Source: an optimization exercise on an open RTL-to-GDS flow (aim: small area, a short achievable clock period and few clock cycles per item). Production flows keep margins and buffers that such runs may drop.
In this exercise RTL edits were held to simulation tests only and were not proved equivalent to the original.

==> flow/design.v, too long to show whole: its modules and the start of the top module <==
// module biquad_cascade: 4011 lines
// module fa3: 4 lines
// module ha2: 4 lines
module biquad_cascade (
    input  wire               clk,
    input  wire               rst,         
    input  wire               coef_we,
    input  wire signed [15:0] coef_b0,
    input  wire signed [15:0] coef_b1,
    input  wire signed [15:0] coef_b2,
    input  wire signed [15:0] coef_a1,
    input  wire signed [15:0] coef_a2,
    input  wire        [2:0]  coef_nst,    
    input  wire               in_valid,
    output wire               in_ready,
    input  wire signed [15:0] in_data,
    output reg                out_valid,
    output reg  signed [15:0] out_data
);
  // ...
==> flow/flow/run.sh <==
#!/bin/bash
set -euo pipefail
MARGIN=$(cat flow/margin.txt)
bash standard.sh SETUP_SLACK_MARGIN=$MARGIN finish > flow_standard.log 2>&1
==> flow/flow/margin.txt <==
11
==> flow/standard.sh <==
#!/bin/bash
# synth_recipe.tcl (not shown) runs the flow's synth.tcl, then flattens the netlist and writes it again
# the make line also repeats each setting of config.mk as NAME=value (left out here)
make -C /OpenROAD-flow-scripts/flow DESIGN_CONFIG=/design/flow/config.mk WORK_HOME=/design/flow/orfs CLKGATE_MAP_FILE= SYNTH_SCRIPT=/design/flow/synth_recipe.tcl "${@:-finish}"
==> flow/config.mk <==
export PLATFORM = sky130hd
export DESIGN_NAME = biquad_cascade
export DESIGN_NICKNAME = biquad_cascade
export VERILOG_FILES = /design/flow/design.v
export SDC_FILE = /design/flow/constraint.sdc
export NUM_CORES = 4
export LEC_CHECK = 0
export ABC_AREA = 1
export CAP_MARGIN = 20
export CORE_MARGIN = 2
export CORE_UTILIZATION = 40
export SLEW_MARGIN = 20
export SYNTH_HIERARCHICAL = 1
==> flow/constraint.sdc <==
create_clock -name core_clock -period 16.0 [get_ports {clk}]
set_input_delay 3.2000 -clock core_clock [delete_from_list [all_inputs] [get_ports {clk}]]
set_output_delay 3.2000 -clock core_clock [all_outputs]
set_load 0.01 [all_outputs]
==> results.yml, run 1 <==
finish:
  n_clock_buffer: 79
  seq_cells: 473
  n_all_buffers: 491
  comb.multi_input.count: 3480
  final_cells: 6504
  fin_util_pct: 48.1
  nets: 5833
detailed_routing:
  drcViolationCount: 0
die:
  die_h_um: 339
  io_pins: 121
place:
  dp_cells: 6128
  place.gp.congestion: 1.04
  place_ws_ns: 9.15
cts:
  cts_sinks: 473
  clk_latency_ns: 0.72
  clock_tree.root_cell: "clkbuf_16"
  cts_tree: "yes"
synth:
  synth.area.mux_share_pct: 0
  synth_xor_area_share_pct: 12.8
  syn_area_mm2: 0.0449
global_route:
  grt-busiest-layer: "met2"
worst_setup_path:
  slowest_delay_ns: 0.64
  rr_worst_depth: 16
  rr_startpoint: "isel[0]"
sta:
  slew_headroom_pct: 19.1
  tightest_slew_ns: 1.21
  worst_hold_slack_ns: 0.454
status:
  status: "complete, no violations"
Testbench counts, summed over its fixed seeds: cycles 18,236, samples 6,144.
==> run 2: changes to the inputs <==
--- a/flow/design.v
+++ b/flow/design.v
@@ -3781,147 +3781,147 @@
     fa3 us1905 (.a(s1735), .b(c1520), .c(c1722), .s(s1905), .co(c1906));
     fa3 us1907 (.a(c1724), .b(c1726), .c(c1728), .s(s1907), .co(c1908));
     fa3 us1909 (.a(pp143), .b(pp287), .c(pp431), .s(s1909), .co(c1910));
     fa3 us1911 (.a(pp575), .b(pp719), .c(c1730), .s(s1911), .co(c1912));
     fa3 us1913 (.a(c1732), .b(c1734), .c(c1736), .s(s1913), .co(c1914));
     assign s1915 = ~(pp144 ^ pp288);
     assign c1916 = pp144 | pp288;
     ha2 us1917 (.a(pp432), .b(pp576), .s(s1917), .co(c1918));
-    fa3 us1919 (.a(a1_neg0n), .b(pp577), .c(a2_neg0n), .s(s1919), .co(c1920));
-    fa3 us1921 (.a(pp434), .b(pp578), .c(s1741), .s(s1921), .co(c1922));
-    ha2 us1923 (.a(c1522), .b(c1738), .s(s1923), .co(c1924));
-    fa3 us1925 (.a(s1743), .b(s1745), .c(s1523), .s(s1925), .co(c1926));
-    fa3 us1927 (.a(s1525), .b(s1245), .c(c1742), .s(s1927), .co(c1928));
-    fa3 us1929 (.a(s1747), .b(c1526), .c(c1744), .s(s1929), .co(c1930));
-    fa3 us1931 (.a(c1746), .b(s1749), .c(s1751), .s(s1931), .co(c1932));
-    fa3 us1933 (.a(c1748), .b(s1753), .c(s1755), .s(s1933), .co(c1934));
-    fa3 us1935 (.a(s1757), .b(c1750), .c(c1752), .s(s1935), .co(c1936));
-    fa3 us1937 (.a(s1759), .b(s1761), .c(c1754), .s(s1937), .co(c1938));
-    fa3 us1939 (.a(c1756), .b(c1758), .c(s1763), .s(s1939), .co(c1940));
-    fa3 us1941 (.a(s1765), .b(c1760), .c(c1762), .s(s1941), .co(c1942));
-    fa3 us1943 (.a(s1767), .b(s1769), .c(c1764), .s(s1943), .co(c1944));
-    fa3 us1945 (.a(c1766), .b(s1771), .c(s1773), .s(s1945), .co(c1946));
-    fa3 us1947 (.a(c1768), .b(c1770), .c(s1775), .s(s1947), .co(c1948));
-    fa3 us1949 (.a(s1777), .b(s1779), .c(c1772), .s(s1949), .co(c1950));
-    fa3 us1951 (.a(c1774), .b(s1781), .c(c1776), .s(s1951), .co(c1952));
-    fa3 us1953 (.a(s1783), .b(c1778), .c(c1780), .s(s1953), .co(c1954));
-    fa3 us1955 (.a(s1785), .b(s1787), .c(c1782), .s(s1955), .co(c1956));
-    fa3 us1957 (.a(c1784), .b(s1789), .c(s1791), .s(s1957), .co(c1958));
-    fa3 us1959 (.a(s1793), .b(c1786), .c(c1788), .s(s1959), .co(c1960));
-    fa3 us1961 (.a(s1795), .b(s1797), .c(s1799), .s(s1961), .co(c1962));
-    fa3 us1963 (.a(c1790), .b(c1792), .c(c1794), .s(s1963), .co(c1964));
-    fa3 us1965 (.a(s1801), .b(s1803), .c(c1796), .s(s1965), .co(c1966));
-    fa3 us1967 (.a(c1798), .b(c1800), .c(s1805), .s(s1967), .co(c1968));
-    fa3 us1969 (.a(s1807), .b(s1809), .c(c1802), .s(s1969), .co(c1970));
-    fa3 us1971 (.a(c1804), .b(s1811), .c(c1806), .s(s1971), .co(c1972));
-    fa3 us1973 (.a(s1813), .b(c1808), .c(c1810), .s(s1973), .co(c1974));
-    fa3 us1975 (.a(s1815), .b(s1817), .c(c1812), .s(s1975), .co(c1976));
-    fa3 us1977 (.a(s1819), .b(c1814), .c(s1821), .s(s1977), .co(c1978));
-    fa3 us1979 (.a(s1823), .b(c1816), .c(c1818), .s(s1979), .co(c1980));
-    fa3 us1981 (.a(c1820), .b(s1825), .c(s1827), .s(s1981), .co(c1982));
-    fa3 us1983 (.a(s1829), .b(c1822), .c(c1824), .s(s1983), .co(c1984));
-    fa3 us1985 (.a(s1831), .b(s1833), .c(s1835), .s(s1985), .co(c1986));
-    fa3 us1987 (.a(c1826), .b(c1828), .c(c1830), .s(s1987), .co(c1988));
-    fa3 us1989 (.a(s1837), .b(s1839), .c(s1841), .s(s1989), .co(c1990));
-    fa3 us1991 (.a(c1832), .b(c1834), .c(c1836), .s(s1991), .co(c1992));
-    fa3 us1993 (.a(s1843), .b(s1845), .c(s1847), .s(s1993), .co(c1994));
-    fa3 us1995 (.a(c1838), .b(c1840), .c(c1842), .s(s1995), .co(c1996));
-    fa3 us1997 (.a(s1849), .b(s1851), .c(s1853), .s(s1997), .co(c1998));
-    fa3 us1999 (.a(c1844), .b(c1846), .c(c1848), .s(s1999), .co(c2000));
-    fa3 us2001 (.a(s1855), .b(s1857), .c(s1859), .s(s2001), .co(c2002));
-    fa3 us2003 (.a(c1850), .b(c1852), .c(c1854), .s(s2003), .co(c2004));
-    fa3 us2005 (.a(s1861), .b(c1856), .c(s1863), .s(s2005), .co(c2006));
-    fa3 us2007 (.a(s1865), .b(c1858), .c(c1860), .s(s2007), .co(c2008));
-    fa3 us2009 (.a(s1867), .b(s1869), .c(c1862), .s(s2009), .co(c2010));
-    fa3 us2011 (.a(s1871), .b(c1864), .c(c1866), .s(s2011), .co(c2012));
-    fa3 us2013 (.a(s1873), .b(s1875), .c(c1868), .s(s2013), .co(c2014));
-    fa3 us2015 (.a(c1870), .b(s1877), .c(c1872), .s(s2015), .co(c2016));
-    fa3 us2017 (.a(s1879), .b(s1881), .c(s1883), .s(s2017), .co(c2018));
-    fa3 us2019 (.a(c1874), .b(c1876), .c(c1878), .s(s2019), .co(c2020));
-    fa3 us2021 (.a(s1885), .b(s1887), .c(s1889), .s(s2021), .co(c2022));
-    fa3 us2023 (.a(c1880), .b(c1882), .c(c1884), .s(s2023), .co(c2024));
-    fa3 us2025 (.a(s1891), .b(s1893), .c(c1886), .s(s2025), .co(c2026));
-    fa3 us2027 (.a(s1895), .b(c1888), .c(c1890), .s(s2027), .co(c2028));
-    fa3 us2029 (.a(s1897), .b(s1899), .c(s1901), .s(s2029), .co(c2030));
-    fa3 us2031 (.a(c1892), .b(c1894), .c(c1896), .s(s2031), .co(c2032));
-    fa3 us2033 (.a(s1903), .b(s1905), .c(c1898), .s(s2033), .co(c2034));
-    fa3 us2035 (.a(s1907), .b(c1900), .c(c1902), .s(s2035), .co(c2036));
-    fa3 us2037 (.a(s1909), .b(s1911), .c(s1913), .s(s2037), .co(c2038));
-    fa3 us2039 (.a(c1904), .b(c1906), .c(c1908), .s(s2039), .co(c2040));
-    fa3 us2041 (.a(pp720), .b(s1915), .c(s1917), .s(s2041), .co(c2042));
-    fa3 us2043 (.a(c1910), .b(c1912), .c(c1914), .s(s2043), .co(c2044));
-    reg [132-1:0] csr;
-    ha2 us2045 (.a(csr[0]), .b(csr[1]), .s(s2045), .co(c2046));
-    fa3 us2047 (.a(csr[4]), .b(csr[5]), .c(csr[6]), .s(s2047), .co(c2048));
-    fa3 us2049 (.a(csr[8]), .b(csr[9]), .c(csr[10]), .s(s2049), .co(c2050));
-    fa3 us2051 (.a(csr[12]), .b(csr[13]), .c(csr[14]), .s(s2051), .co(c2052));
-    fa3 us2053 (.a(csr[16]), .b(csr[17]), .c(csr[18]), .s(s2053), .co(c2054));
-    fa3 us2055 (.a(csr[20]), .b(csr[21]), .c(csr[22]), .s(s2055), .co(c2056));
-    fa3 us2057 (.a(csr[24]), .b(csr[25]), .c(csr[26]), .s(s2057), .co(c2058));
-    fa3 us2059 (.a(csr[28]), .b(csr[29]), .c(csr[30]), .s(s2059), .co(c2060));
-    fa3 us2061 (.a(csr[32]), .b(csr[33]), .c(csr[34]), .s(s2061), .co(c2062));
-    fa3 us2063 (.a(csr[36]), .b(csr[37]), .c(csr[38]), .s(s2063), .co(c2064));
-    fa3 us2065 (.a(csr[40]), .b(csr[41]), .c(csr[42]), .s(s2065), .co(c2066));
-    fa3 us2067 (.a(csr[44]), .b(csr[45]), .c(csr[46]), .s(s2067), .co(c2068));
-    fa3 us2069 (.a(csr[48]), .b(csr[49]), .c(csr[50]), .s(s2069), .co(c2070));
-    fa3 us2071 (.a(csr[52]), .b(csr[53]), .c(csr[54]), .s(s2071), .co(c2072));
-    fa3 us2073 (.a(csr[56]), .b(csr[57]), .c(csr[58]), .s(s2073), .co(c2074));
-    fa3 us2075 (.a(csr[60]), .b(csr[61]), .c(csr[62]), .s(s2075), .co(c2076));
-    fa3 us2077 (.a(csr[64]), .b(csr[65]), .c(csr[66]), .s(s2077), .co(c2078));
-    fa3 us2079 (.a(csr[68]), .b(csr[69]), .c(csr[70]), .s(s2079), .co(c2080));
-    fa3 us2081 (.a(csr[72]), .b(csr[73]), .c(csr[74]), .s(s2081), .co(c2082));
-    fa3 us2083 (.a(csr[76]), .b(csr[77]), .c(csr[78]), .s(s2083), .co(c2084));
-    fa3 us2085 (.a(csr[80]), .b(csr[81]), .c(csr[82]), .s(s2085), .co(c2086));
-    fa3 us2087 (.a(csr[84]), .b(csr[85]), .c(csr[86]), .s(s2087), .co(c2088));
-    fa3 us2089 (.a(csr[88]), .b(csr[89]), .c(csr[90]), .s(s2089), .co(c2090));
-    fa3 us2091 (.a(csr[92]), .b(csr[93]), .c(csr[94]), .s(s2091), .co(c2092));
-    fa3 us2093 (.a(csr[96]), .b(csr[97]), .c(csr[98]), .s(s2093), .co(c2094));
-    fa3 us2095 (.a(csr[100]), .b(csr[101]), .c(csr[102]), .s(s2095), .co(c2096));
-    fa3 us2097 (.a(csr[104]), .b(csr[105]), .c(csr[106]), .s(s2097), .co(c2098));
-    fa3 us2099 (.a(csr[108]), .b(csr[109]), .c(csr[110]), .s(s2099), .co(c2100));
-    fa3 us2101 (.a(csr[112]), .b(csr[113]), .c(csr[114]), .s(s2101), .co(c2102));
-    fa3 us2103 (.a(csr[116]), .b(csr[117]), .c(csr[118]), .s(s2103), .co(c2104));
-    fa3 us2105 (.a(csr[120]), .b(csr[121]), .c(csr[122]), .s(s2105), .co(c2106));
-    fa3 us2107 (.a(csr[124]), .b(csr[125]), .c(csr[126]), .s(s2107), .co(c2108));
-    fa3 us2109 (.a(csr[128]), .b(csr[129]), .c(csr[130]), .s(s2109), .co(c2110));
-    ha2 us2111 (.a(csr[2]), .b(csr[3]), .s(s2111), .co(c2112));
-    fa3 us2113 (.a(csr[7]), .b(s2047), .c(c2046), .s(s2113), .co(c2114));
-    fa3 us2115 (.a(csr[11]), .b(s2049), .c(c2048), .s(s2115), .co(c2116));
-    fa3 us2117 (.a(csr[15]), .b(s2051), .c(c2050), .s(s2117), .co(c2118));
-    fa3 us2119 (.a(csr[19]), .b(s2053), .c(c2052), .s(s2119), .co(c2120));
-    fa3 us2121 (.a(csr[23]), .b(s2055), .c(c2054), .s(s2121), .co(c2122));
-    fa3 us2123 (.a(csr[27]), .b(s2057), .c(c2056), .s(s2123), .co(c2124));
-    fa3 us2125 (.a(csr[31]), .b(s2059), .c(c2058), .s(s2125), .co(c2126));
-    fa3 us2127 (.a(csr[35]), .b(s2061), .c(c2060), .s(s2127), .co(c2128));
-    fa3 us2129 (.a(csr[39]), .b(s2063), .c(c2062), .s(s2129), .co(c2130));
-    fa3 us2131 (.a(csr[43]), .b(s2065), .c(c2064), .s(s2131), .co(c2132));
-    fa3 us2133 (.a(csr[47]), .b(s2067), .c(c2066), .s(s2133), .co(c2134));
-    fa3 us2135 (.a(csr[51]), .b(s2069), .c(c2068), .s(s2135), .co(c2136));
-    fa3 us2137 (.a(csr[55]), .b(s2071), .c(c2070), .s(s2137), .co(c2138));
-    fa3 us2139 (.a(csr[59]), .b(s2073), .c(c2072), .s(s2139), .co(c2140));
-    fa3 us2141 (.a(csr[63]), .b(s2075), .c(c2074), .s(s2141), .co(c2142));
-    fa3 us2143 (.a(csr[67]), .b(s2077), .c(c2076), .s(s2143), .co(c2144));
-    fa3 us2145 (.a(csr[71]), .b(s2079), .c(c2078), .s(s2145), .co(c2146));
-    fa3 us2147 (.a(csr[75]), .b(s2081), .c(c2080), .s(s2147), .co(c2148));
-    fa3 us2149 (.a(csr[79]), .b(s2083), .c(c2082), .s(s2149), .co(c2150));
-    fa3 us2151 (.a(csr[83]), .b(s2085), .c(c2084), .s(s2151), .co(c2152));
-    fa3 us2153 (.a(csr[87]), .b(s2087), .c(c2086), .s(s2153), .co(c2154));
-    fa3 us2155 (.a(csr[91]), .b(s2089), .c(c2088), .s(s2155), .co(c2156));
-    fa3 us2157 (.a(csr[95]), .b(s2091), .c(c2090), .s(s2157), .co(c2158));
-    fa3 us2159 (.a(csr[99]), .b(s2093), .c(c2092), .s(s2159), .co(c2160));
-    fa3 us2161 (.a(csr[103]), .b(s2095), .c(c2094), .s(s2161), .co(c2162));
-    fa3 us2163 (.a(csr[107]), .b(s2097), .c(c2096), .s(s2163), .co(c2164));
-    fa3 us2165 (.a(csr[111]), .b(s2099), .c(c2098), .s(s2165), .co(c2166));
-    fa3 us2167 (.a(csr[115]), .b(s2101), .c(c2100), .s(s2167), .co(c2168));
-    fa3 us2169 (.a(csr[119]), .b(s2103), .c(c2102), .s(s2169), .co(c2170));
-    fa3 us2171 (.a(csr[123]), .b(s2105), .c(c2104), .s(s2171), .co(c2172));
-    fa3 us2173 (.a(csr[127]), .b(s2107), .c(c2106), .s(s2173), .co(c2174));
-    fa3 us2175 (.a(csr[131]), .b(s2109), .c(c2108), .s(s2175), .co(c2176));
-    wire [33:0] acc = {c2110, s2175, s2173, s2171, s2169, s2167, s2165, s2163, s2161, s2159, s2157, s2155, s2153, s2151, s2149, s2147, s2145, s2143, s2141, s2139, s2137, s2135, s2133, s2131, s2129, s2127, s2125, s2123, s2121, s2119, s2117, s2115, s2113, s2111} + {c2176, c2174, c2172, c2170, c2168, c2166, c2164, c2162, c2160, c2158, c2156, c2154, c2152, c2150, c2148, c2146, c2144, c2142, c2140, c2138, c2136, c2134, c2132, c2130, c2128, c2126, c2124, c2122, c2120, c2118, c2116, c2114, c2112, s2045};
+    reg [194-1:0] csr;
+    fa3 us1919 (.a(csr[0]), .b(csr[1]), .c(csr[2]), .s(s1919), .co(c1920));
+    fa3 us1921 (.a(csr[6]), .b(csr[7]), .c(csr[8]), .s(s1921), .co(c1922));
+    ha2 us1923 (.a(csr[9]), .b(csr[10]), .s(s1923), .co(c1924));
+    fa3 us1925 (.a(csr[12]), .b(csr[13]), .c(csr[14]), .s(s1925), .co(c1926));
+    fa3 us1927 (.a(csr[15]), .b(csr[16]), .c(csr[17]), .s(s1927), .co(c1928));
+    fa3 us1929 (.a(csr[18]), .b(csr[19]), .c(csr[20]), .s(s1929), .co(c1930));
+    fa3 us1931 (.a(csr[21]), .b(csr[22]), .c(csr[23]), .s(s1931), .co(c1932));
+    fa3 us1933 (.a(csr[24]), .b(csr[25]), .c(csr[26]), .s(s1933), .co(c1934));
+    fa3 us1935 (.a(csr[27]), .b(csr[28]), .c(csr[29]), .s(s1935), .co(c1936));
+    fa3 us1937 (.a(csr[30]), .b(csr[31]), .c(csr[32]), .s(s1937), .co(c1938));
+    fa3 us1939 (.a(csr[33]), .b(csr[34]), .c(csr[35]), .s(s1939), .co(c1940));
+    fa3 us1941 (.a(csr[36]), .b(csr[37]), .c(csr[38]), .s(s1941), .co(c1942));
+    fa3 us1943 (.a(csr[39]), .b(csr[40]), .c(csr[41]), .s(s1943), .co(c1944));
+    fa3 us1945 (.a(csr[42]), .b(csr[43]), .c(csr[44]), .s(s1945), .co(c1946));
+    fa3 us1947 (.a(csr[45]), .b(csr[46]), .c(csr[47]), .s(s1947), .co(c1948));
+    fa3 us1949 (.a(csr[48]), .b(csr[49]), .c(csr[50]), .s(s1949), .co(c1950));
+    fa3 us1951 (.a(csr[51]), .b(csr[52]), .c(csr[53]), .s(s1951), .co(c1952));
+    fa3 us1953 (.a(csr[54]), .b(csr[55]), .c(csr[56]), .s(s1953), .co(c1954));
+    fa3 us1955 (.a(csr[57]), .b(csr[58]), .c(csr[59]), .s(s1955), .co(c1956));
+    fa3 us1957 (.a(csr[60]), .b(csr[61]), .c(csr[62]), .s(s1957), .co(c1958));
+    fa3 us1959 (.a(csr[63]), .b(csr[64]), .c(csr[65]), .s(s1959), .co(c1960));
+    fa3 us1961 (.a(csr[66]), .b(csr[67]), .c(csr[68]), .s(s1961), .co(c1962));
+    fa3 us1963 (.a(csr[69]), .b(csr[70]), .c(csr[71]), .s(s1963), .co(c1964));
+    fa3 us1965 (.a(csr[72]), .b(csr[73]), .c(csr[74]), .s(s1965), .co(c1966));
+    fa3 us1967 (.a(csr[75]), .b(csr[76]), .c(csr[77]), .s(s1967), .co(c1968));
+    fa3 us1969 (.a(csr[78]), .b(csr[79]), .c(csr[80]), .s(s1969), .co(c1970));
+    fa3 us1971 (.a(csr[81]), .b(csr[82]), .c(csr[83]), .s(s1971), .co(c1972));
+    fa3 us1973 (.a(csr[84]), .b(csr[85]), .c(csr[86]), .s(s1973), .co(c1974));
+    fa3 us1975 (.a(csr[87]), .b(csr[88]), .c(csr[89]), .s(s1975), .co(c1976));
+    fa3 us1977 (.a(csr[90]), .b(csr[91]), .c(csr[92]), .s(s1977), .co(c1978));
+    fa3 us1979 (.a(csr[93]), .b(csr[94]), .c(csr[95]), .s(s1979), .co(c1980));
+    fa3 us1981 (.a(csr[96]), .b(csr[97]), .c(csr[98]), .s(s1981), .co(c1982));
+    fa3 us1983 (.a(csr[99]), .b(csr[100]), .c(csr[101]), .s(s1983), .co(c1984));
+    fa3 us1985 (.a(csr[102]), .b(csr[103]), .c(csr[104]), .s(s1985), .co(c1986));
+    fa3 us1987 (.a(csr[105]), .b(csr[106]), .c(csr[107]), .s(s1987), .co(c1988));
+    fa3 us1989 (.a(csr[108]), .b(csr[109]), .c(csr[110]), .s(s1989), .co(c1990));
+    fa3 us1991 (.a(csr[111]), .b(csr[112]), .c(csr[113]), .s(s1991), .co(c1992));
+    fa3 us1993 (.a(csr[114]), .b(csr[115]), .c(csr[116]), .s(s1993), .co(c1994));
+    fa3 us1995 (.a(csr[117]), .b(csr[118]), .c(csr[119]), .s(s1995), .co(c1996));
+    fa3 us1997 (.a(csr[120]), .b(csr[121]), .c(csr[122]), .s(s1997), .co(c1998));
+    fa3 us1999 (.a(csr[123]), .b(csr[124]), .c(csr[125]), .s(s1999), .co(c2000));
+    fa3 us2001 (.a(csr[126]), .b(csr[127]), .c(csr[128]), .s(s2001), .co(c2002));
+    fa3 us2003 (.a(csr[129]), .b(csr[130]), .c(csr[131]), .s(s2003), .co(c2004));
+    fa3 us2005 (.a(csr[132]), .b(csr[133]), .c(csr[134]), .s(s2005), .co(c2006));
+    fa3 us2007 (.a(csr[135]), .b(csr[136]), .c(csr[137]), .s(s2007), .co(c2008));
+    fa3 us2009 (.a(csr[138]), .b(csr[139]), .c(csr[140]), .s(s2009), .co(c2010));
+    fa3 us2011 (.a(csr[141]), .b(csr[142]), .c(csr[143]), .s(s2011), .co(c2012));
+    fa3 us2013 (.a(csr[144]), .b(csr[145]), .c(csr[146]), .s(s2013), .co(c2014));
+    fa3 us2015 (.a(csr[147]), .b(csr[148]), .c(csr[149]), .s(s2015), .co(c2016));
+    fa3 us2017 (.a(csr[150]), .b(csr[151]), .c(csr[152]), .s(s2017), .co(c2018));
+    fa3 us2019 (.a(csr[153]), .b(csr[154]), .c(csr[155]), .s(s2019), .co(c2020));
+    fa3 us2021 (.a(csr[156]), .b(csr[157]), .c(csr[158]), .s(s2021), .co(c2022));
+    fa3 us2023 (.a(csr[159]), .b(csr[160]), .c(csr[161]), .s(s2023), .co(c2024));
+    fa3 us2025 (.a(csr[162]), .b(csr[163]), .c(csr[164]), .s(s2025), .co(c2026));
+    fa3 us2027 (.a(csr[165]), .b(csr[166]), .c(csr[167]), .s(s2027), .co(c2028));
+    fa3 us2029 (.a(csr[168]), .b(csr[169]), .c(csr[170]), .s(s2029), .co(c2030));
+    fa3 us2031 (.a(csr[171]), .b(csr[172]), .c(csr[173]), .s(s2031), .co(c2032));
+    fa3 us2033 (.a(csr[174]), .b(csr[175]), .c(csr[176]), .s(s2033), .co(c2034));
+    fa3 us2035 (.a(csr[177]), .b(csr[178]), .c(csr[179]), .s(s2035), .co(c2036));
+    fa3 us2037 (.a(csr[180]), .b(csr[181]), .c(csr[182]), .s(s2037), .co(c2038));
+    fa3 us2039 (.a(csr[183]), .b(csr[184]), .c(csr[185]), .s(s2039), .co(c2040));
+    fa3 us2041 (.a(csr[186]), .b(csr[187]), .c(csr[188]), .s(s2041), .co(c2042));
+    fa3 us2043 (.a(csr[189]), .b(csr[190]), .c(csr[191]), .s(s2043), .co(c2044));
+    ha2 us2045 (.a(csr[3]), .b(csr[4]), .s(s2045), .co(c2046));
+    fa3 us2047 (.a(csr[11]), .b(s1921), .c(s1923), .s(s2047), .co(c2048));
+    fa3 us2049 (.a(s1925), .b(s1927), .c(c1922), .s(s2049), .co(c2050));
+    fa3 us2051 (.a(s1929), .b(s1931), .c(c1926), .s(s2051), .co(c2052));
+    fa3 us2053 (.a(s1933), .b(s1935), .c(c1930), .s(s2053), .co(c2054));
+    fa3 us2055 (.a(s1937), .b(s1939), .c(c1934), .s(s2055), .co(c2056));
+    fa3 us2057 (.a(s1941), .b(s1943), .c(c1938), .s(s2057), .co(c2058));
+    fa3 us2059 (.a(s1945), .b(s1947), .c(c1942), .s(s2059), .co(c2060));
+    fa3 us2061 (.a(s1949), .b(s1951), .c(c1946), .s(s2061), .co(c2062));
+    fa3 us2063 (.a(s1953), .b(s1955), .c(c1950), .s(s2063), .co(c2064));
+    fa3 us2065 (.a(s1957), .b(s1959), .c(c1954), .s(s2065), .co(c2066));
+    fa3 us2067 (.a(s1961), .b(s1963), .c(c1958), .s(s2067), .co(c2068));
+    fa3 us2069 (.a(s1965), .b(s1967), .c(c1962), .s(s2069), .co(c2070));
+    fa3 us2071 (.a(s1969), .b(s1971), .c(c1966), .s(s2071), .co(c2072));
+    fa3 us2073 (.a(s1973), .b(s1975), .c(c1970), .s(s2073), .co(c2074));
+    fa3 us2075 (.a(s1977), .b(s1979), .c(c1974), .s(s2075), .co(c2076));
+    fa3 us2077 (.a(s1981), .b(s1983), .c(c1978), .s(s2077), .co(c2078));
+    fa3 us2079 (.a(s1985), .b(s1987), .c(c1982), .s(s2079), .co(c2080));
+    fa3 us2081 (.a(s1989), .b(s1991), .c(c1986), .s(s2081), .co(c2082));
+    fa3 us2083 (.a(s1993), .b(s1995), .c(c1990), .s(s2083), .co(c2084));
+    fa3 us2085 (.a(s1997), .b(s1999), .c(c1994), .s(s2085), .co(c2086));
+    fa3 us2087 (.a(s2001), .b(s2003), .c(c1998), .s(s2087), .co(c2088));
+    fa3 us2089 (.a(s2005), .b(s2007), .c(c2002), .s(s2089), .co(c2090));
+    fa3 us2091 (.a(s2009), .b(s2011), .c(c2006), .s(s2091), .co(c2092));
+    fa3 us2093 (.a(s2013), .b(s2015), .c(c2010), .s(s2093), .co(c2094));
+    fa3 us2095 (.a(s2017), .b(s2019), .c(c2014), .s(s2095), .co(c2096));
+    fa3 us2097 (.a(s2021), .b(s2023), .c(c2018), .s(s2097), .co(c2098));
+    fa3 us2099 (.a(s2025), .b(s2027), .c(c2022), .s(s2099), .co(c2100));
+    fa3 us2101 (.a(s2029), .b(s2031), .c(c2026), .s(s2101), .co(c2102));
+    fa3 us2103 (.a(s2033), .b(s2035), .c(c2030), .s(s2103), .co(c2104));
+    fa3 us2105 (.a(s2037), .b(s2039), .c(c2034), .s(s2105), .co(c2106));
+    fa3 us2107 (.a(s2041), .b(s2043), .c(c2038), .s(s2107), .co(c2108));
+    fa3 us2109 (.a(csr[192]), .b(csr[193]), .c(c2042), .s(s2109), .co(c2110));
+    ha2 us2111 (.a(csr[5]), .b(s2045), .s(s2111), .co(c2112));
+    fa3 us2113 (.a(c1920), .b(c2046), .c(s2047), .s(s2113), .co(c2114));
+    fa3 us2115 (.a(c1924), .b(s2049), .c(c2048), .s(s2115), .co(c2116));
+    fa3 us2117 (.a(c1928), .b(s2051), .c(c2050), .s(s2117), .co(c2118));
+    fa3 us2119 (.a(c1932), .b(s2053), .c(c2052), .s(s2119), .co(c2120));
+    fa3 us2121 (.a(c1936), .b(s2055), .c(c2054), .s(s2121), .co(c2122));
+    fa3 us2123 (.a(c1940), .b(s2057), .c(c2056), .s(s2123), .co(c2124));
+    fa3 us2125 (.a(c1944), .b(s2059), .c(c2058), .s(s2125), .co(c2126));
+    fa3 us2127 (.a(c1948), .b(s2061), .c(c2060), .s(s2127), .co(c2128));
+    fa3 us2129 (.a(c1952), .b(s2063), .c(c2062), .s(s2129), .co(c2130));
+    fa3 us2131 (.a(c1956), .b(s2065), .c(c2064), .s(s2131), .co(c2132));
+    fa3 us2133 (.a(c1960), .b(s2067), .c(c2066), .s(s2133), .co(c2134));
+    fa3 us2135 (.a(c1964), .b(s2069), .c(c2068), .s(s2135), .co(c2136));
+    fa3 us2137 (.a(c1968), .b(s2071), .c(c2070), .s(s2137), .co(c2138));
+    fa3 us2139 (.a(c1972), .b(s2073), .c(c2072), .s(s2139), .co(c2140));
+    fa3 us2141 (.a(c1976), .b(s2075), .c(c2074), .s(s2141), .co(c2142));
+    fa3 us2143 (.a(c1980), .b(s2077), .c(c2076), .s(s2143), .co(c2144));
+    fa3 us2145 (.a(c1984), .b(s2079), .c(c2078), .s(s2145), .co(c2146));
+    fa3 us2147 (.a(c1988), .b(s2081), .c(c2080), .s(s2147), .co(c2148));
+    fa3 us2149 (.a(c1992), .b(s2083), .c(c2082), .s(s2149), .co(c2150));
+    fa3 us2151 (.a(c1996), .b(s2085), .c(c2084), .s(s2151), .co(c2152));
+    fa3 us2153 (.a(c2000), .b(s2087), .c(c2086), .s(s2153), .co(c2154));
+    fa3 us2155 (.a(c2004), .b(s2089), .c(c2088), .s(s2155), .co(c2156));
+    fa3 us2157 (.a(c2008), .b(s2091), .c(c2090), .s(s2157), .co(c2158));
+    fa3 us2159 (.a(c2012), .b(s2093), .c(c2092), .s(s2159), .co(c2160));
+    fa3 us2161 (.a(c2016), .b(s2095), .c(c2094), .s(s2161), .co(c2162));
+    fa3 us2163 (.a(c2020), .b(s2097), .c(c2096), .s(s2163), .co(c2164));
+    fa3 us2165 (.a(c2024), .b(s2099), .c(c2098), .s(s2165), .co(c2166));
+    fa3 us2167 (.a(c2028), .b(s2101), .c(c2100), .s(s2167), .co(c2168));
+    fa3 us2169 (.a(c2032), .b(s2103), .c(c2102), .s(s2169), .co(c2170));
+    fa3 us2171 (.a(c2036), .b(s2105), .c(c2104), .s(s2171), .co(c2172));
+    fa3 us2173 (.a(c2040), .b(s2107), .c(c2106), .s(s2173), .co(c2174));
+    fa3 us2175 (.a(c2044), .b(s2109), .c(c2108), .s(s2175), .co(c2176));
+    wire [33:0] acc = {c2110, s2175, s2173, s2171, s2169, s2167, s2165, s2163, s2161, s2159, s2157, s2155, s2153, s2151, s2149, s2147, s2145, s2143, s2141, s2139, s2137, s2135, s2133, s2131, s2129, s2127, s2125, s2123, s2121, s2119, s2117, s2115, s2113, s2111} + {c2176, c2174, c2172, c2170, c2168, c2166, c2164, c2162, c2160, c2158, c2156, c2154, c2152, c2150, c2148, c2146, c2144, c2142, c2140, c2138, c2136, c2134, c2132, c2130, c2128, c2126, c2124, c2122, c2120, c2118, c2116, c2114, c2112, s1919};
     wire        ovf = ~((&acc[33:29]) | ~(|acc[33:29]));
     wire [15:0] y   = ovf ? {acc[33], {15{~acc[33]}}} : acc[29:14];
     wire       acc_in = in_valid & rdy;
     wire       nst0   = (nst == 3'd0);
     wire [3:0] setp   = {bsel[2:0] & {3{~blast}}, acc_in & ~nst0};
     wire [3:0] pend_n = (pend & ~isel) | setp;
     wire       slot_end = (nst == 3'd3) ? (slot == 2'd2) :
                           (nst == 3'd4) ? (slot == 2'd3) : slot[0];
@@ -3965,17 +3965,17 @@
             isel      <= isel_n;
             bsel      <= isel;
             blast     <= |(isel & lastsec);
             rdy       <= ~pend_n[0] | isel_n[0];
             out_valid <= (acc_in & nst0) | (|bsel & blast);
         end
     end
     always @(posedge clk) begin
-        csr      <= {c2044, c2042, c1918, c1916, c2040, c2038, s2043, s2041, c2036, c2034, s2039, s2037, c2032, c2030, s2035, s2033, c2028, c2026, s2031, s2029, c2024, c2022, s2027, s2025, c2020, c2018, s2023, s2021, c2016, c2014, s2019, s2017, c2012, c2010, s2015, s2013, c2008, c2006, s2011, s2009, c2004, c2002, s2007, s2005, c2000, c1998, s2003, s2001, c1996, c1994, s1999, s1997, c1992, c1990, s1995, s1993, c1988, c1986, s1991, s1989, c1984, c1982, s1987, s1985, c1980, c1978, s1983, s1981, c1976, c1974, s1979, s1977, c1972, c1970, s1975, s1973, c1968, c1966, s1971, s1969, c1964, c1962, s1967, s1965, c1960, c1958, s1963, s1961, c1956, c1954, s1959, s1957, c1952, c1950, s1955, s1953, c1948, c1946, s1951, s1949, c1944, c1942, s1947, s1945, c1940, c1938, s1943, s1941, c1936, c1934, s1939, s1937, c1932, c1930, s1935, s1933, c1928, c1926, s1931, s1929, c1924, c1922, s1927, s1925, c1920, c1740, s1923, s1921, s1521, s1739, s1737, s1919};
+        csr      <= {c1918, c1916, c1914, c1912, c1910, pp720, s1917, s1915, c1908, c1906, c1904, s1913, s1911, s1909, c1902, c1900, c1898, s1907, s1905, s1903, c1896, c1894, c1892, s1901, s1899, s1897, c1890, c1888, c1886, s1895, s1893, s1891, c1884, c1882, c1880, s1889, s1887, s1885, c1878, c1876, c1874, s1883, s1881, s1879, c1872, c1870, c1868, s1877, s1875, s1873, c1866, c1864, c1862, s1871, s1869, s1867, c1860, c1858, c1856, s1865, s1863, s1861, c1854, c1852, c1850, s1859, s1857, s1855, c1848, c1846, c1844, s1853, s1851, s1849, c1842, c1840, c1838, s1847, s1845, s1843, c1836, c1834, c1832, s1841, s1839, s1837, c1830, c1828, c1826, s1835, s1833, s1831, c1824, c1822, c1820, s1829, s1827, s1825, c1818, c1816, c1814, s1823, s1821, s1819, c1812, c1810, c1808, s1817, s1815, s1813, c1806, c1804, c1802, s1811, s1809, s1807, c1800, c1798, c1796, s1805, s1803, s1801, c1794, c1792, c1790, s1799, s1797, s1795, c1788, c1786, c1784, s1793, s1791, s1789, c1782, c1780, c1778, s1787, s1785, s1783, c1776, c1774, c1772, s1781, s1779, s1777, c1770, c1768, c1766, s1775, s1773, s1771, c1764, c1762, c1760, s1769, s1767, s1765, c1758, c1756, c1754, s1763, s1761, s1759, c1752, c1750, c1748, s1757, s1755, s1753, c1746, c1744, c1526, s1751, s1749, s1747, c1742, s1245, s1525, s1523, s1745, s1743, c1740, c1738, c1522, pp578, pp434, s1741, s1521, a2_neg0n, pp577, a1_neg0n, s1739, s1737};
         out_data <= nst0 ? in_data : y;
     end
     always @(posedge clk) begin
         if (!rst && coef_we) begin
             b0 <= coef_b0; b1 <= coef_b1; b2 <= coef_b2;
             a1 <= coef_a1; a2 <= coef_a2;
         end
     end
==> flow/config.mk (replaced) <==
export PLATFORM = sky130hd
export DESIGN_NAME = biquad_cascade
export DESIGN_NICKNAME = biquad_cascade
export VERILOG_FILES = /design/flow/design.v
export SDC_FILE = /design/flow/constraint.sdc
export NUM_CORES = 4
export LEC_CHECK = 0
export ABC_AREA = 1
export CAP_MARGIN = 20
export CORE_MARGIN = 2
export CORE_UTILIZATION = 55
export SLEW_MARGIN = 20
export SYNTH_HIERARCHICAL = 1
==> run 2 against run 1 <==
Effect of this change:
- worst hold slack better by 0.0085 ns
- routed wire length hardly changed
- die area is 25% lower
- clock-buffer cell count is 11 higher
- critical path type unchanged
- critical endpoint is now csr[80]
==> results.yml, run 2 <==
status:
  status: "complete, no violations"
finish:
  n_fill_cell: 7091
  layout_commonest_cell: "fa_1"
  drive_gt1_share_pct: 9.45
  layout.area.seq_mm2: 0.0117
  syn2layout_area_growth_pct: 12.1
  largest-register: "csr"
  multi_input_area_mm2: 0.0317
  largest_reg_flops: 194
  final_cells: 5993
  mostFrequentLayoutCells: "fa_1, xor2_1, o22ai_1"
  nets: 5725
worst_setup_path:
  slowest_stage: "inv_1"
  path_class: "flop to flop"
  path_common_cell: "fa_1"
  path_cells: "nor2_1 > nor2_1 > inv_1 > o22ai_1 > xor2_1 > fa_1 > fa_1 > fa_1 > fa_1 > fa_1"
  crit_family: "adder cells"
  crit_fanout: 16
  slowest_delay_ns: 0.86
  required_ns: 16.49
  crit_arrival_ns: 5.48
  cp-end-kind: "flop"
  critPathLaunchType: "flop"
  crit_buf_inv: 1
cts:
  clock_tree.root_cell: "clkbuf_16"
  numCtsBuffers: 61
  cts_sinks: 535
  clk_latency_ns: 0.70
  cts_tree: "yes"
  cts.path.max_buffers: 3
  hold_buffers: 0
  htreeDepth: 2
  clk_pin_slew_worst_paths_ns: 0.06
synth:
  synth_edf_count: 96
  synth_top_cell_area_share_pct: 30.0
  syn_nets: 5669
  synth-main-ff-cell: "dfxtp_1"
  postSynth.asyncResetShare_pct: 0
  syn_inst: 4803
  avgSynthCellArea_um2: 9.60
  synth.distinct_cells: 43
  synth_common_cells: "fa_1, xor2_1, o22ai_1, nand2_1, dfxtp_1"
  yosysSeqAreaShare_pct: 25.3
  ys_seq_elements: 535
  ys_warn_count: 7
  synth_area_leader_cell: "fa_1"
  synthTopCellsByArea: "fa_1, dfxtp_1, xor2_1, o22ai_1, edfxtp_1"
  syn_area_mm2: 0.0461
  synth.most_common_cell: "fa_1"
detailed_routing:
  first_pass_iters: 8
  drt-wirelength-per-cell_um: 31.9
  viasPerCell: 6.50
  drt-initial-drc-count: 5241
  ant_nets: 0
  drcViolationCount: 0
  vias: 39000
  wirelength_um: 191000
sta:
  slew_violations: 0
  finalCriticalPeriod_ns: 4.99
  fmax_ghz: 0.201
  fin_crit_sh_pct: 31.2
  setup_tns_ns: 0
  slew_headroom_pct: 20.9
  tightest_slew_ns: 1.19
  finalClockSkew_ns: 0.0839
  worst_slack_ns: 11.01
  hold_violations: 0
  setup-violations-final: 0
  rsz0062_at_grt: "yes"
place:
  place_ws_ns: 9.87
  port_buffers: 120
  place.gp.congestion: 1.04
  place_hpwl_um: 140000
  dp_cells: 5787
global_route:
  grt_pass1_vias: 38500
  grt_max_degree: 81
  grt_use_total_pct: 44.2
  grt_overflow: 0
  grt_pass1_wl_um: 273000
  antenna_found_initial: 7
die:
  die_area_mm2: 0.0862
  die_w_um: 294
  io_pins: 121
  placementRows: 106
  core_mm2: 0.0833
  die_h_um: 294
  start_util_pct: 55.4
job:
  max-cap-violations: 0
min_path:
  hp-class: "flop to flop"
## run 2: area by class of cell
class | instances | area share (%)
multi-input cells | 3492 | 61.4
repair buffers | 322 | 5.77
inverters | 447 | 3.45
well taps | 1080 | 2.61
clock buffers | 90 | 3.56
flip-flops and latches | 535 | 22.6
clock inverters | 24 | 0.552
diodes | 3 | 0.0145
## run 2: worst paths after layout
kind              slack [ns]  depth (start not counted)  endpoint   start
setup reg to reg       11.01                         10   csr[80]   a1[1]
hold reg to reg         0.46                          2    h32[4]  h32[4]
hold / removal          0.46                          2    h32[4]  h32[4]
setup / recovery       11.01                         10   csr[80]   a1[1]
## run 2: repair_timing
| action | CTS | global route |
|---|---|---|
| resized for setup | 57 | 57 |
| endpoints found under the setup margin | 178 | 137 |
| gates cloned | 0 | 2 |
| pin swaps | 5 | 1 |
| buffers inserted | 51 | 36 |
## run 2: stage by stage
step	utilization (%)	hold slack (ns)	instance area (um^2)
floorplan	-	0.435	46100
global placement	58.0	0.448	48300
CTS	61.4	0.462	51100
finish	62.0	0.462	51700
detailed placement	58.0	0.451	48300
global route	62.0	0.480	51700
## run 2: routing by layer
| layer | track usage, % | vias to the layer above | wire length, um |
|---|---|---|---|
| met1 | 56.5 | 19100 | 71100 |
| met4 | 23.9 | 12 | 12600 |
| met5 | 0 | - | 128 |
| met3 | 16.7 | 732 | 25500 |
| met2 | 65.1 | 2902 | 81900 |
| li1 | - | 16200 | - |
## run 2: worst register-to-register path, delay by kind of cell (launching register included)
kind | cells | cell delay [ns]
AND/OR/NAND/NOR | 2 | 0.31
buffers and inverters | 1 | 0.87
AO/OA/AOI/OAI | 1 | 0.23
adder cells (fa/ha/maj) | 5 | 2.73
flip-flops | 1 | 0.50
XOR/XNOR | 1 | 0.22
## run 2: cells by family (layout without fill, tap and decap cells)
kind of cell | count (synthesis) | after routing | synth area share [%]
xor+xnor | 658 | 658 | 12.5
fa+ha+maj | 763 | 763 | 32.0
compound gates | 1075 | 1075 | 15.0
buf+inv | 776 | 883 | 6.65
flops | 535 | 535 | 25.3
simple gates | 996 | 996 | 8.60
other cells | 0 | 3 | 0
## run 2: per-module statistics from Yosys, one instance, submodules excluded
module          flops+latches  cell area (um^2)  times used
biquad_cascade            535             32000           1
fa3                         0              20.0         691
ha2                         0              12.5          25
Testbench counts of run 2, summed over its fixed seeds: cycles 18,236, samples 6,144.

afterwards: timing with drivers on the ports:
The results above use ideal ports. As a check the final layouts listed here were re-extracted and re-timed, cells and wires unchanged.
Step 1 assumes that a clkbuf_16 drives the clock port and a buf_2 every other input.
Step 2 moves the port delays by t, midway between the first and last clock arrival at a register: inputs arrive t later, outputs are due t later. That takes back most of the time a late clock gives input paths.
Slacks: no drivers / after step 1 / after step 2; pairs: no drivers / after step 1.
| run | t (ns) | setup slack, ns | worst setup path after step 2 | worst register clock-pin slew, ns |
|---|---|---|---|---|
| run 1 | 0.766 | 10.876 / 10.876 / 10.876 | register to register | 0.07 / 0.07 |
| run 2 | 0.724 | 11.014 / 10.997 / 10.446 | input to register | 0.07 / 0.07 |
After both steps every run listed still meets setup and hold. For run 2, which loses most, drivers alone change the setup slack by -0.017 ns; drivers and shift together by -0.568 ns.
